What follows belongs to an exercise in optimizing a design on an open flow for small area, a short achievable clock period and few clock cycles per item; a production flow would make more cautious choices. In this exercise RTL edits were held to simulation tests only and were not proved equivalent to the original. Power figures rest on the tool's default switching activity, not on a simulated workload.

== lane 2 ==
// pma_engine
module pma_engine (
    input  wire        clk,
    input  wire        rst,
    input  wire        cmd_valid,
    output wire        cmd_ready,
    input  wire [31:0] cmd_word,
    input  wire [7:0]  cmd_len,
    input  wire        in_valid,
    output wire        in_ready,
    input  wire [7:0]  in_data,
    output wire        out_valid,
    input  wire        out_ready,
    output wire [7:0]  out_data,
    output wire        res_valid,
    input  wire        res_ready,
    output wire [3:0]  res_status,
    output wire [31:0] res_value
);
For scale: about 4,200 cells after synthesis.
clock: 10.0 ns
lec_check: 0
cap_margin: 0
core_margin: 2
core_utilization: 60
slew_margin: 0
run.sh (not shown) runs the stock make flow with config.mk's settings and CLKGATE_MAP_FILE= SYNTH_SCRIPT=/design/flow/synth_recipe.tcl, a recipe that flattens the netlist after the stock synthesis.
Testbench counts of lane 2, summed over its fixed seeds: cycles 19,320, items 5,121.
[inputs] lane 3 vs lane 2
--- a/flow/design.v
+++ b/flow/design.v
@@ -220,26 +220,26 @@
             wr_idx = c_ol[3:0];
             wr_dat = {bd[7:6], bd[5] ^ c_esc, bd[4:0]};
             if (body && !c_ierr) begin
                 if (c_esc) begin
                     n_esc = 1'b0;
                     if (b_code) begin
                         wr_en = 1'b1;
                         n_ol  = c_ol + 6'd1;
                         n_sum = c_sum - {bd[7:6], ~bd[5], bd[4:0]};
                     end else begin
                         n_ierr = 1'b1;
+                        n_epos = en[3:0] - 4'd1;
                     end
                 end else if (b_esc) begin
-                    n_esc  = 1'b1;
-                    n_epos = en[3:0];
+                    n_esc = 1'b1;
                 end else begin
                     wr_en = 1'b1;
                     n_ol  = c_ol + 6'd1;
                     n_sum = c_sum - bd;
                 end
             end
         end else begin
             n_sum = c_sum - bd;
         end
         if (!take) begin
             n_sum = c_sum; n_ol = c_ol; n_esc = c_esc; n_ierr = c_ierr; n_fbad = c_fbad; n_epos = epos;
@@ -249,23 +249,23 @@
     wire [7:0] rem_cur = walk ? rem : hx;
     reg        x2_v;
     reg        x2_job;       
     reg [3:0]  x2_st;
     reg [7:0]  x2_val;       
     reg        x2_stat;
     reg [1:0]  x2_src;
     reg [2:0]  x2_sid;
     reg [3:0]  x2_k;
     reg [5:0]  x2_ol;
     reg        x2_esc, x2_ierr, x2_fbad, x2_lt2;
-    reg [3:0]  x2_epos;
+    reg [3:0]  x2_epos, x2_pos;
     reg        x2_b;
     reg [3:0] p_st;
     reg [7:0] p_v;
     reg       p_stat;
     reg [1:0] p_src;
     reg [2:0] p_sid;
     always @(*) begin
         p_st = ST_OK; p_v = 8'd0; p_stat = 1'b0; p_src = S_NONE; p_sid = {2'b00, cb};
         case (hk)
         K_PUSH: begin
             if (c_full)
@@ -305,34 +305,34 @@
             f_st = ST_OK; f_v = 8'd0; f_stat = 1'b0; f_src = S_NONE; f_sid = {2'b00, x2_b};
             case (x2_k)
             K_CSUM: f_v = x2_ck;
             K_VERIFY: begin
                 f_v = x2_ck;
                 if (x2_val != 8'd0) f_st = ST_CSUM;
             end
             K_UNSTUFF: begin
                 if (x2_ierr) begin
                     f_st = ST_INV_ESC; f_v = {4'd0, x2_epos};
                 end else if (x2_esc) begin
-                    f_st = ST_ESC_END; f_v = {4'd0, x2_epos};
+                    f_st = ST_ESC_END; f_v = {4'd0, x2_pos};
                 end else if (x2_ol != 6'd0) begin
                     f_src = S_JOB;
                 end
             end
             K_UNWRAP: begin
                 if (x2_lt2 || x2_fbad) begin
                     f_st = ST_FRAMING;
                 end else if (x2_ierr) begin
                     f_st = ST_INV_ESC; f_v = {4'd0, x2_epos};
                 end else if (x2_esc) begin
-                    f_st = ST_ESC_END; f_v = {4'd0, x2_epos};
+                    f_st = ST_ESC_END; f_v = {4'd0, x2_pos - 4'd1};
                 end else if (x2_val != 8'd0) begin
                     f_st = ST_CSUM; f_v = x2_ck;
                 end else if (x2_ol != 6'd0) begin
                     f_src = S_JOB;
                 end
             end
             K_ILL: f_st = ST_ILLEGAL;
             default: f_st = ST_LENGTH;
             endcase
         end
     end
@@ -478,22 +478,23 @@
         x2_val  <= h_rsm ? p_v : n_sum;
         x2_stat <= p_stat;
         x2_src  <= p_src;
         x2_sid  <= p_sid;
         x2_k    <= hk;
         x2_ol   <= n_ol;
         x2_esc  <= n_esc;
         x2_ierr <= n_ierr;
         x2_fbad <= n_fbad;
         x2_lt2  <= !walk;
         x2_epos <= n_epos;
+        x2_pos  <= en[3:0];
         x2_b    <= cb;
         if (x2_v)
             rq_e[rq_wr] <= f_enc;
     end
     localparam [2:0] PH_INIT = 3'd0, PH_SOP = 3'd1, PH_BODY = 3'd2, PH_BESC = 3'd3,
                      PH_CK = 3'd4, PH_CESC = 3'd5, PH_EOP = 3'd6, PH_DONE = 3'd7;
     reg       e_v;
     reg [3:0] e_st;
     reg [7:0] e_val;
     reg       e_stat;
     reg       e_sop, e_stf, e_ckp;
==> comparison <==
The final cell utilization of the core was comparable across lane 2 and lane 3.
End of the critical path = epos[2]$_DFFE_PP_: lane 3; end of the critical path = x2_val[3]$_DFF_P_: lane 2
Lane 3 vs lane 2: maximum VDD drop up in lane 3
Distinct cell type count of the synthesized netlist (lower): lane 2
Pre-CTS setup slack, lane 2 and lane 3, higher one = lane 3.
Placed cell count went up by a few percent going from lane 2 to lane 3.
Compared with lane 2, in lane 3 detailed-route via count now sits higher; sequential share of layout area now sits lower.
Looking at lane 2 and lane 3, the fraction of met2 tracks used by global routing is a wash.
Lower total design power goes to lane 2 over lane 3.
Looking at total wire length after detailed routing, lane 3 sits 0.77% higher than lane 2 does.
Cmp lane 3 vs lane 2: detailed-routing iteration count for the pre-antenna-repair pass higher in lane 3
Cmp lane 2 and lane 3 / final clock period utilization by the worst path / higher: lane 2
Taking lane 2 as the reference, in lane 3 portion of netlist area occupied by mux cells moved down, count of mapped cells out of synthesis moved up.
Testbench counts of lane 3, summed over its fixed seeds: cycles 19,320, items 5,121.

job 6789:
pma_engine, a different RTL version from the one above (not shown whole).
Size in the first run: ~4200 cells after synthesis, ~100 I/O pins, about 71000 um2 of cells after synthesis.
==> flow/design.v (excerpt) <==
module pma_engine (
    input  wire        clk,
    input  wire        rst,
    input  wire        cmd_valid,
    output wire        cmd_ready,
    input  wire [31:0] cmd_word,
    input  wire [7:0]  cmd_len,
    input  wire        in_valid,
    output wire        in_ready,
    input  wire [7:0]  in_data,
    output wire        out_valid,
    input  wire        out_ready,
    output wire [7:0]  out_data,
    output wire        res_valid,
    input  wire        res_ready,
    output wire [3:0]  res_status,
    output wire [31:0] res_value
);
Settings: LEC_CHECK=0, CAP_MARGIN=20, CORE_MARGIN=2, CORE_UTILIZATION=60, SLEW_MARGIN=20; clock period 10.0 ns.
Testbench counts of job 6789, summed over its fixed seeds: cycles 19,320, items 5,121.
The inputs of job 9236 differ from those of job 6789 as listed below.
-- flow/design.v --
<<< job 6789, line 44
                   (d_rsm && ((d_ch >= 8'd4) || (cmd_len != 8'd0) ||
                              ((d_op != 8'h10) && (d_imm != 8'd0))));
    reg [3:0] d_k;
    reg [7:0] d_x;
    always @(*) begin
        if (d_ill) begin
            d_k = K_ILL; d_x = cmd_len;
        end else if (d_codec && (cmd_len > 8'd16)) begin
            d_k = K_LEN; d_x = cmd_len;
        end else if (d_codec) begin
            d_k = d_op[3:0]; d_x = cmd_len;
        end else begin
            d_k = {2'b10, d_op[1:0]}; d_x = d_imm;
        end
    end
    wire d_stf  = (d_k == K_STUFF) || (d_k == K_WRAP) || (d_k == K_SEAL);
    wire d_unst = (d_k == K_UNSTUFF) || (d_k == K_UNWRAP);
    wire [21:0] c_in = {d_k == K_PUSH, d_k[3:2] == 2'b10, d_stf, d_unst,
                        d_k, d_ch[1:0], d_x, d_x == 8'd0, d_x == 8'd1,
                        d_x == SOP, d_x == EOP};
    reg [21:0] cq0, cq1;
    reg [1:0]  ccnt;
>>> job 9236, line 44
                   (d_rsm && ((d_ch >= 8'd4) || (cmd_len != 8'd0) ||
                              ((d_op != 8'h10) && (d_imm != 8'd0))));
    wire d_len0  = (cmd_len == 8'd0);
    wire d_big   = (cmd_len > 8'd16);
    wire d_okc   = !d_ill && d_codec && !d_big;
    wire d_okr   = !d_ill && d_rsm;
    wire [3:0] d_k = d_ill ? K_ILL : d_codec ? (d_big ? K_LEN : d_op[3:0]) :
                     {2'b10, d_op[1:0]};
    wire [7:0] d_x = ((d_op == 8'h10) && d_len0) ? d_imm : cmd_len;
    wire d_stf  = d_okc && ((d_op[2:0] == 3'd1) || (d_op[2:0] == 3'd5) || (d_op[2:0] == 3'd7));
    wire d_unst = d_okc && ((d_op[2:0] == 3'd2) || (d_op[2:0] == 3'd6));
    wire [21:0] c_in = {d_okr && (d_op[1:0] == 2'd0), d_okr, d_stf, d_unst,
                        d_k, d_ch[1:0], d_x, d_len0, cmd_len == 8'd1,
                        d_imm == SOP, d_imm == EOP};
    reg [21:0] cq0, cq1;
    reg [1:0]  ccnt;
<<< job 6789, line 525
    wire       ck_res = is_res(e_ck);
    wire [7:0] rb     = e_slot ? rbs : rbj;
    wire       rb_res = is_res(rb);
    reg [7:0] g_byte;
    reg [2:0] g_ph;
>>> job 9236, line 519
    wire       ck_res = is_res(e_ck);
    wire [7:0] rb     = e_slot ? rbs : rbj;
    reg        rbj_res;                  
    wire       rb_res = rbj_res;         
    reg [7:0] g_byte;
    reg [2:0] g_ph;
<<< job 6789, line 578
    wire [1:0] n_mode = j_mode[n_sid[0]];
    wire       n_slot = (n_src == S_SLOT);
    wire       n_prime = (n_src == S_JOB) && (j_done[n_sid[0]] || (en_d != 5'd0));
    wire [4:0] avail   = (e_slot || e_jd) ? e_blen : en_d;
    wire       rd_go   = e_v && e_data && (!rb_v || (e_emit && g_inc)) && (rp < avail);
    wire [7:0] s_byte [0:7];
    genvar gs;
>>> job 9236, line 573
    wire [1:0] n_mode = j_mode[n_sid[0]];
    wire       n_slot = (n_src == S_SLOT);
    wire [4:0] n_blen  = n_slot ? n_val[4:0] : j_len[n_sid[0]];
    wire       n_prime = (n_src == S_JOB) && (j_done[n_sid[0]] || (en_d != 5'd0));
    reg        rlt_b, rlt_e;
    wire       rd_ok   = e_v && e_data && rlt_b && (e_slot || e_jd || rlt_e);
    wire       rd_go   = rd_ok && (!rb_v || (e_emit && g_inc));
    wire [4:0] rp_1    = rp + 5'd1;
    wire [7:0] s_byte [0:7];
    genvar gs;
<<< job 6789, line 598
            e_v <= 1'b0; ph <= PH_INIT; e_cnt <= 6'd0;
            e_nd <= 1'b0; e_pd <= 1'b0;
            rb_v <= 1'b0; rp <= 5'd0;
            rp0 <= 4'd0; rp1 <= 4'd0; rp2 <= 4'd0; rp3 <= 4'd0; rpj <= 4'd0;
        end else begin
>>> job 9236, line 596
            e_v <= 1'b0; ph <= PH_INIT; e_cnt <= 6'd0;
            e_nd <= 1'b0; e_pd <= 1'b0;
            rb_v <= 1'b0; rp <= 5'd0; rlt_b <= 1'b0; rlt_e <= 1'b0;
            rp0 <= 4'd0; rp1 <= 4'd0; rp2 <= 4'd0; rp3 <= 4'd0; rpj <= 4'd0;
        end else begin
<<< job 6789, line 608
                e_cnt <= e_cnt + 6'd1;
            end
            if (rd_go) begin
                rbs  <= rd_sbyte;
                rbj  <= rd_jbyte;
                rb_v <= 1'b1;
                rp   <= rp + 5'd1;
>>> job 9236, line 606
                e_cnt <= e_cnt + 6'd1;
            end
            rlt_e <= rd_go ? (rp_1 < en) : (rp < en);
            if (rd_go)
                rlt_b <= (rp_1 < e_blen);
            if (rd_go) begin
                rbs  <= rd_sbyte;
                rbj  <= rd_jbyte;
                rbj_res <= is_res(rd_jbyte);
                rb_v <= 1'b1;
                rp   <= rp + 5'd1;
<<< job 6789, line 639
                e_stf  <= !n_slot && (n_mode != M_PLAIN);
                e_ckp  <= !n_slot && (n_mode == M_SEAL);
                e_blen <= n_slot ? n_val[4:0] : j_len[n_sid[0]];
                ph     <= PH_INIT;
                e_cnt  <= 6'd0;
                rbj    <= jb[n_sid[0]][0];
                rb_v   <= n_prime;
                rp     <= {4'd0, n_prime};
>>> job 9236, line 641
                e_stf  <= !n_slot && (n_mode != M_PLAIN);
                e_ckp  <= !n_slot && (n_mode == M_SEAL);
                e_blen <= n_blen;
                rlt_b  <= ({4'd0, n_prime} < n_blen);
                rlt_e  <= ({4'd0, n_prime} < en);
                ph     <= PH_INIT;
                e_cnt  <= 6'd0;
                rbj    <= jb[n_sid[0]][0];
                rbj_res <= is_res(jb[n_sid[0]][0]);
                rb_v   <= n_prime;
                rp     <= {4'd0, n_prime};
- Diff job 6789 -> job 9236: first-pass GRT wire length saw an increase, routed wire length saw an increase, multiplexer fraction of the synthesized cell area saw little to no change.
- Relative to job 6789, the area of the multi-input gates measured on job 9236 has increased slightly.
- In the flow results for job 6789 and job 9236, the power density of the placed cells is smaller on job 9236.
- On cell area after layout, job 6789 and job 9236 are neck and neck.
- Sequential cell count: job 9236 vs job 6789 — no meaningful difference
- Cmp job 9236 vs job 6789: met2 layer usage reported by global route higher in job 9236
Testbench counts of job 9236, summed over its fixed seeds: cycles 19,320, items 5,121.

Setup of rev 12:
pma_engine, a different RTL version from the one above (not shown whole).
Size: about 4,300 cells after synthesis, about 1,800 flip-flops, ~100 I/O pins, ~0.072 sq mm of cells after synthesis.
## pma_engine
module pma_engine (
    input  wire        clk,
    input  wire        rst,
    input  wire        cmd_valid,
    output wire        cmd_ready,
    input  wire [31:0] cmd_word,
    input  wire [7:0]  cmd_len,
    input  wire        in_valid,
    output wire        in_ready,
    input  wire [7:0]  in_data,
    output wire        out_valid,
    input  wire        out_ready,
    output wire [7:0]  out_data,
    output wire        res_valid,
    input  wire        res_ready,
    output wire [3:0]  res_status,
    output wire [31:0] res_value
);
==> flow/config.mk <==
export PLATFORM = sky130hd
export DESIGN_NAME = pma_engine
export DESIGN_NICKNAME = pma_engine
export VERILOG_FILES = /design/flow/design.v
export SDC_FILE = /design/flow/constraint.sdc
export NUM_CORES = 4
export LEC_CHECK = 0
export CAP_MARGIN = 20
export CORE_MARGIN = 2
export CORE_UTILIZATION = 60
export SLEW_MARGIN = 20
==> flow/constraint.sdc <==
create_clock -name core_clock -period 10.0 [get_ports {clk}]
set_input_delay 2.0000 -clock core_clock [delete_from_list [all_inputs] [get_ports {clk}]]
set_output_delay 2.0000 -clock core_clock [all_outputs]
set_load 0.01 [all_outputs]
Testbench counts of rev 12, summed over its fixed seeds: cycles 19,320, items 5,121.
Edits applied to the flow inputs when going from rev 12 to rev 13:
diff --git a/flow/design.v b/flow/design.v
--- a/flow/design.v
+++ b/flow/design.v
@@ -36,31 +36,29 @@
     wire [7:0] d_op  = cmd_word[7:0];
     wire [7:0] d_imm = cmd_word[15:8];
     wire [7:0] d_ch  = cmd_word[23:16];
     wire [7:0] d_rsv = cmd_word[31:24];
     wire d_codec = (d_op >= 8'h01) && (d_op <= 8'h07);
     wire d_rsm   = (d_op >= 8'h10) && (d_op <= 8'h13);
     wire d_ill   = !(d_codec || d_rsm) ||
                    (d_codec && ((d_imm != 8'd0) || (d_ch != 8'd0))) ||
-                   (d_rsm && ((d_ch >= 8'd4) || (cmd_len != 8'd0) ||
-                              ((d_op != 8'h10) && (d_imm != 8'd0))));
+                   (d_rsm && ((d_ch >= 8'd4) || ((d_op != 8'h10) && (d_imm != 8'd0))));
     wire d_len0  = (cmd_len == 8'd0);
     wire d_big   = (cmd_len > 8'd16);
-    wire d_okc   = !d_ill && d_codec && !d_big;
+    wire d_okc   = !d_ill && d_codec;
     wire d_okr   = !d_ill && d_rsm;
-    wire [3:0] d_k = d_ill ? K_ILL : d_codec ? (d_big ? K_LEN : d_op[3:0]) :
-                     {2'b10, d_op[1:0]};
+    wire [3:0] d_k = d_ill ? K_ILL : d_codec ? d_op[3:0] : {2'b10, d_op[1:0]};
     wire [7:0] d_x = ((d_op == 8'h10) && d_len0) ? d_imm : cmd_len;
     wire d_stf  = d_okc && ((d_op[2:0] == 3'd1) || (d_op[2:0] == 3'd5) || (d_op[2:0] == 3'd7));
     wire d_unst = d_okc && ((d_op[2:0] == 3'd2) || (d_op[2:0] == 3'd6));
-    wire [22:0] c_in = {d_rsv != 8'd0, d_okr && (d_op[1:0] == 2'd0), d_okr, d_stf, d_unst,
+    wire [23:0] c_in = {d_big, d_rsv != 8'd0, d_okr && (d_op[1:0] == 2'd0), d_okr, d_stf, d_unst,
                         d_k, d_ch[1:0], d_x, d_len0, cmd_len == 8'd1,
                         d_imm == SOP, d_imm == EOP};
-    reg [22:0] cq0, cq1;
+    reg [23:0] cq0, cq1;
     reg [1:0]  ccnt;
     reg        c_rdy;
     wire       c_push = cmd_valid & (ccnt != 2'd2);
     wire       c_pop;
     always @(posedge clk) begin
         if (rst) begin
             ccnt  <= 2'd0;
             c_rdy <= 1'b1;
@@ -120,34 +118,37 @@
     reg [3:0]  w_idx;
     reg [7:0]  w_dat;
     reg [RQW:0] occ;
     reg         occ_full;
     wire        x1_rec;                  
     wire        rq_pop;
     wire       hv  = (ccnt != 2'd0);
     wire       h_rsv = cq0[22];
-    wire [3:0] hk  = h_rsv ? K_ILL : cq0[17:14];
+    wire       h_big = cq0[23];
+    wire [3:0] h_kr  = cq0[17:14];
+    wire       h_kill = h_rsv || (cq0[20] && !cq0[3]);
+    wire [3:0] hk  = h_kill ? K_ILL : (!h_kr[3] && h_big) ? K_LEN : h_kr;
     wire [1:0] hc  = cq0[13:12];
     wire [7:0] hx  = cq0[11:4];
     wire       hx0 = cq0[3];
     wire       hx1 = cq0[2];
     wire       hxs = cq0[1];
     wire       hxe = cq0[0];
     wire       bv    = (bcnt != 2'd0);
     wire [7:0] bd    = bq0[11:4];
     wire       b_sop = bq0[3];
     wire       b_eop = bq0[2];
     wire       b_esc = bq0[1];
     wire       b_code = bq0[0];
     wire       b_res = b_sop | b_eop | b_esc;
-    wire h_rsm  = cq0[20] && !h_rsv;
-    wire h_stf  = cq0[19] && !h_rsv;
-    wire h_unst = cq0[18] && !h_rsv;
-    wire h_push = cq0[21] && !h_rsv;
+    wire h_rsm  = cq0[20] && !h_rsv && cq0[3];
+    wire h_stf  = cq0[19] && !h_rsv && !h_big;
+    wire h_unst = cq0[18] && !h_rsv && !h_big;
+    wire h_push = cq0[21] && !h_rsv && cq0[3];
     wire h_buf  = h_stf || h_unst;
     reg       walk;      
     reg [4:0] en;        
     reg [7:0] rem;       
     reg       rem1;      
     reg [7:0] sum;
     reg [5:0] ol;        
     reg       esc, ierr, fbad;
Results
Measured against each other, rev 13 and rev 12 differ in required time at the endpoint of the critical path, the lower figure coming from rev 13. In the reports for rev 13 and rev 12, the smaller pin count of the biggest net entering global routing belongs to rev 12. In rev 13, the data arrival time at the worst-slack endpoint came out 0.06 ns below the value in rev 12. Summary: with rev 12 as the reference, total wire length after detailed routing in rev 13 moved up by a few percent. Delta (rev 13 minus rev 12): proportion of synthesized area in mux cells shows a reduction of 0.30 points; synthesized-area fraction occupied by and/or/nand/nor cells went up by 0.38 points; via count increased by 1.5% relative to the old numbers; final-stage net count went up. Per the comparison of rev 13 with rev 12, final instance area grew by about 0.5%, flip-flop and latch count neither gained nor lost much, maximum frequency decreased by 0.0025 GHz relative to the old numbers, switching portion of total power rose by 0.99 points. On rev 13: wire length on met2 is 4600 um higher than what rev 12 gave. Ratio of final minimum period to clock period, rev 13 and rev 12: larger value in rev 13.
Testbench counts of rev 13, summed over its fixed seeds: cycles 19,320, items 5,121.

-- what the ideal ports hide --
The flow's constraints put no driver on any port. The routed layouts listed below were extracted and timed again, unchanged, in two steps.
Step 1: set_driving_cell puts a clkbuf_16 on clk and a buf_2 on each other input, an assumption about the parent block.
Step 2 times the ports against the registers' clock, not the clock port: input delays grow and output delays shrink by t, the midpoint of the rising clock arrivals with the driver on.
Slacks: ideal / step 1 / step 2; pairs: ideal / step 1.
run	shift t [ns]	setup slack, ns	worst setup path at the end
lane 2	0.859	5.795 / 5.795 / 5.375	input to register
lane 3	0.863	6.003 / 6.003 / 5.444	input to register
job 6789	0.863	5.852 / 5.906 / 5.043	input to register
job 9236	0.859	5.905 / 5.949 / 5.089	input to register
rev 12	0.869	5.964 / 5.987 / 5.145	input to register
rev 13	0.867	5.923 / 5.923 / 5.388	input to register
After both steps setup and hold are still met in every run listed. For rev 12, which loses most, drivers alone change the setup slack by +0.023 ns; drivers and shift together by -0.819 ns.
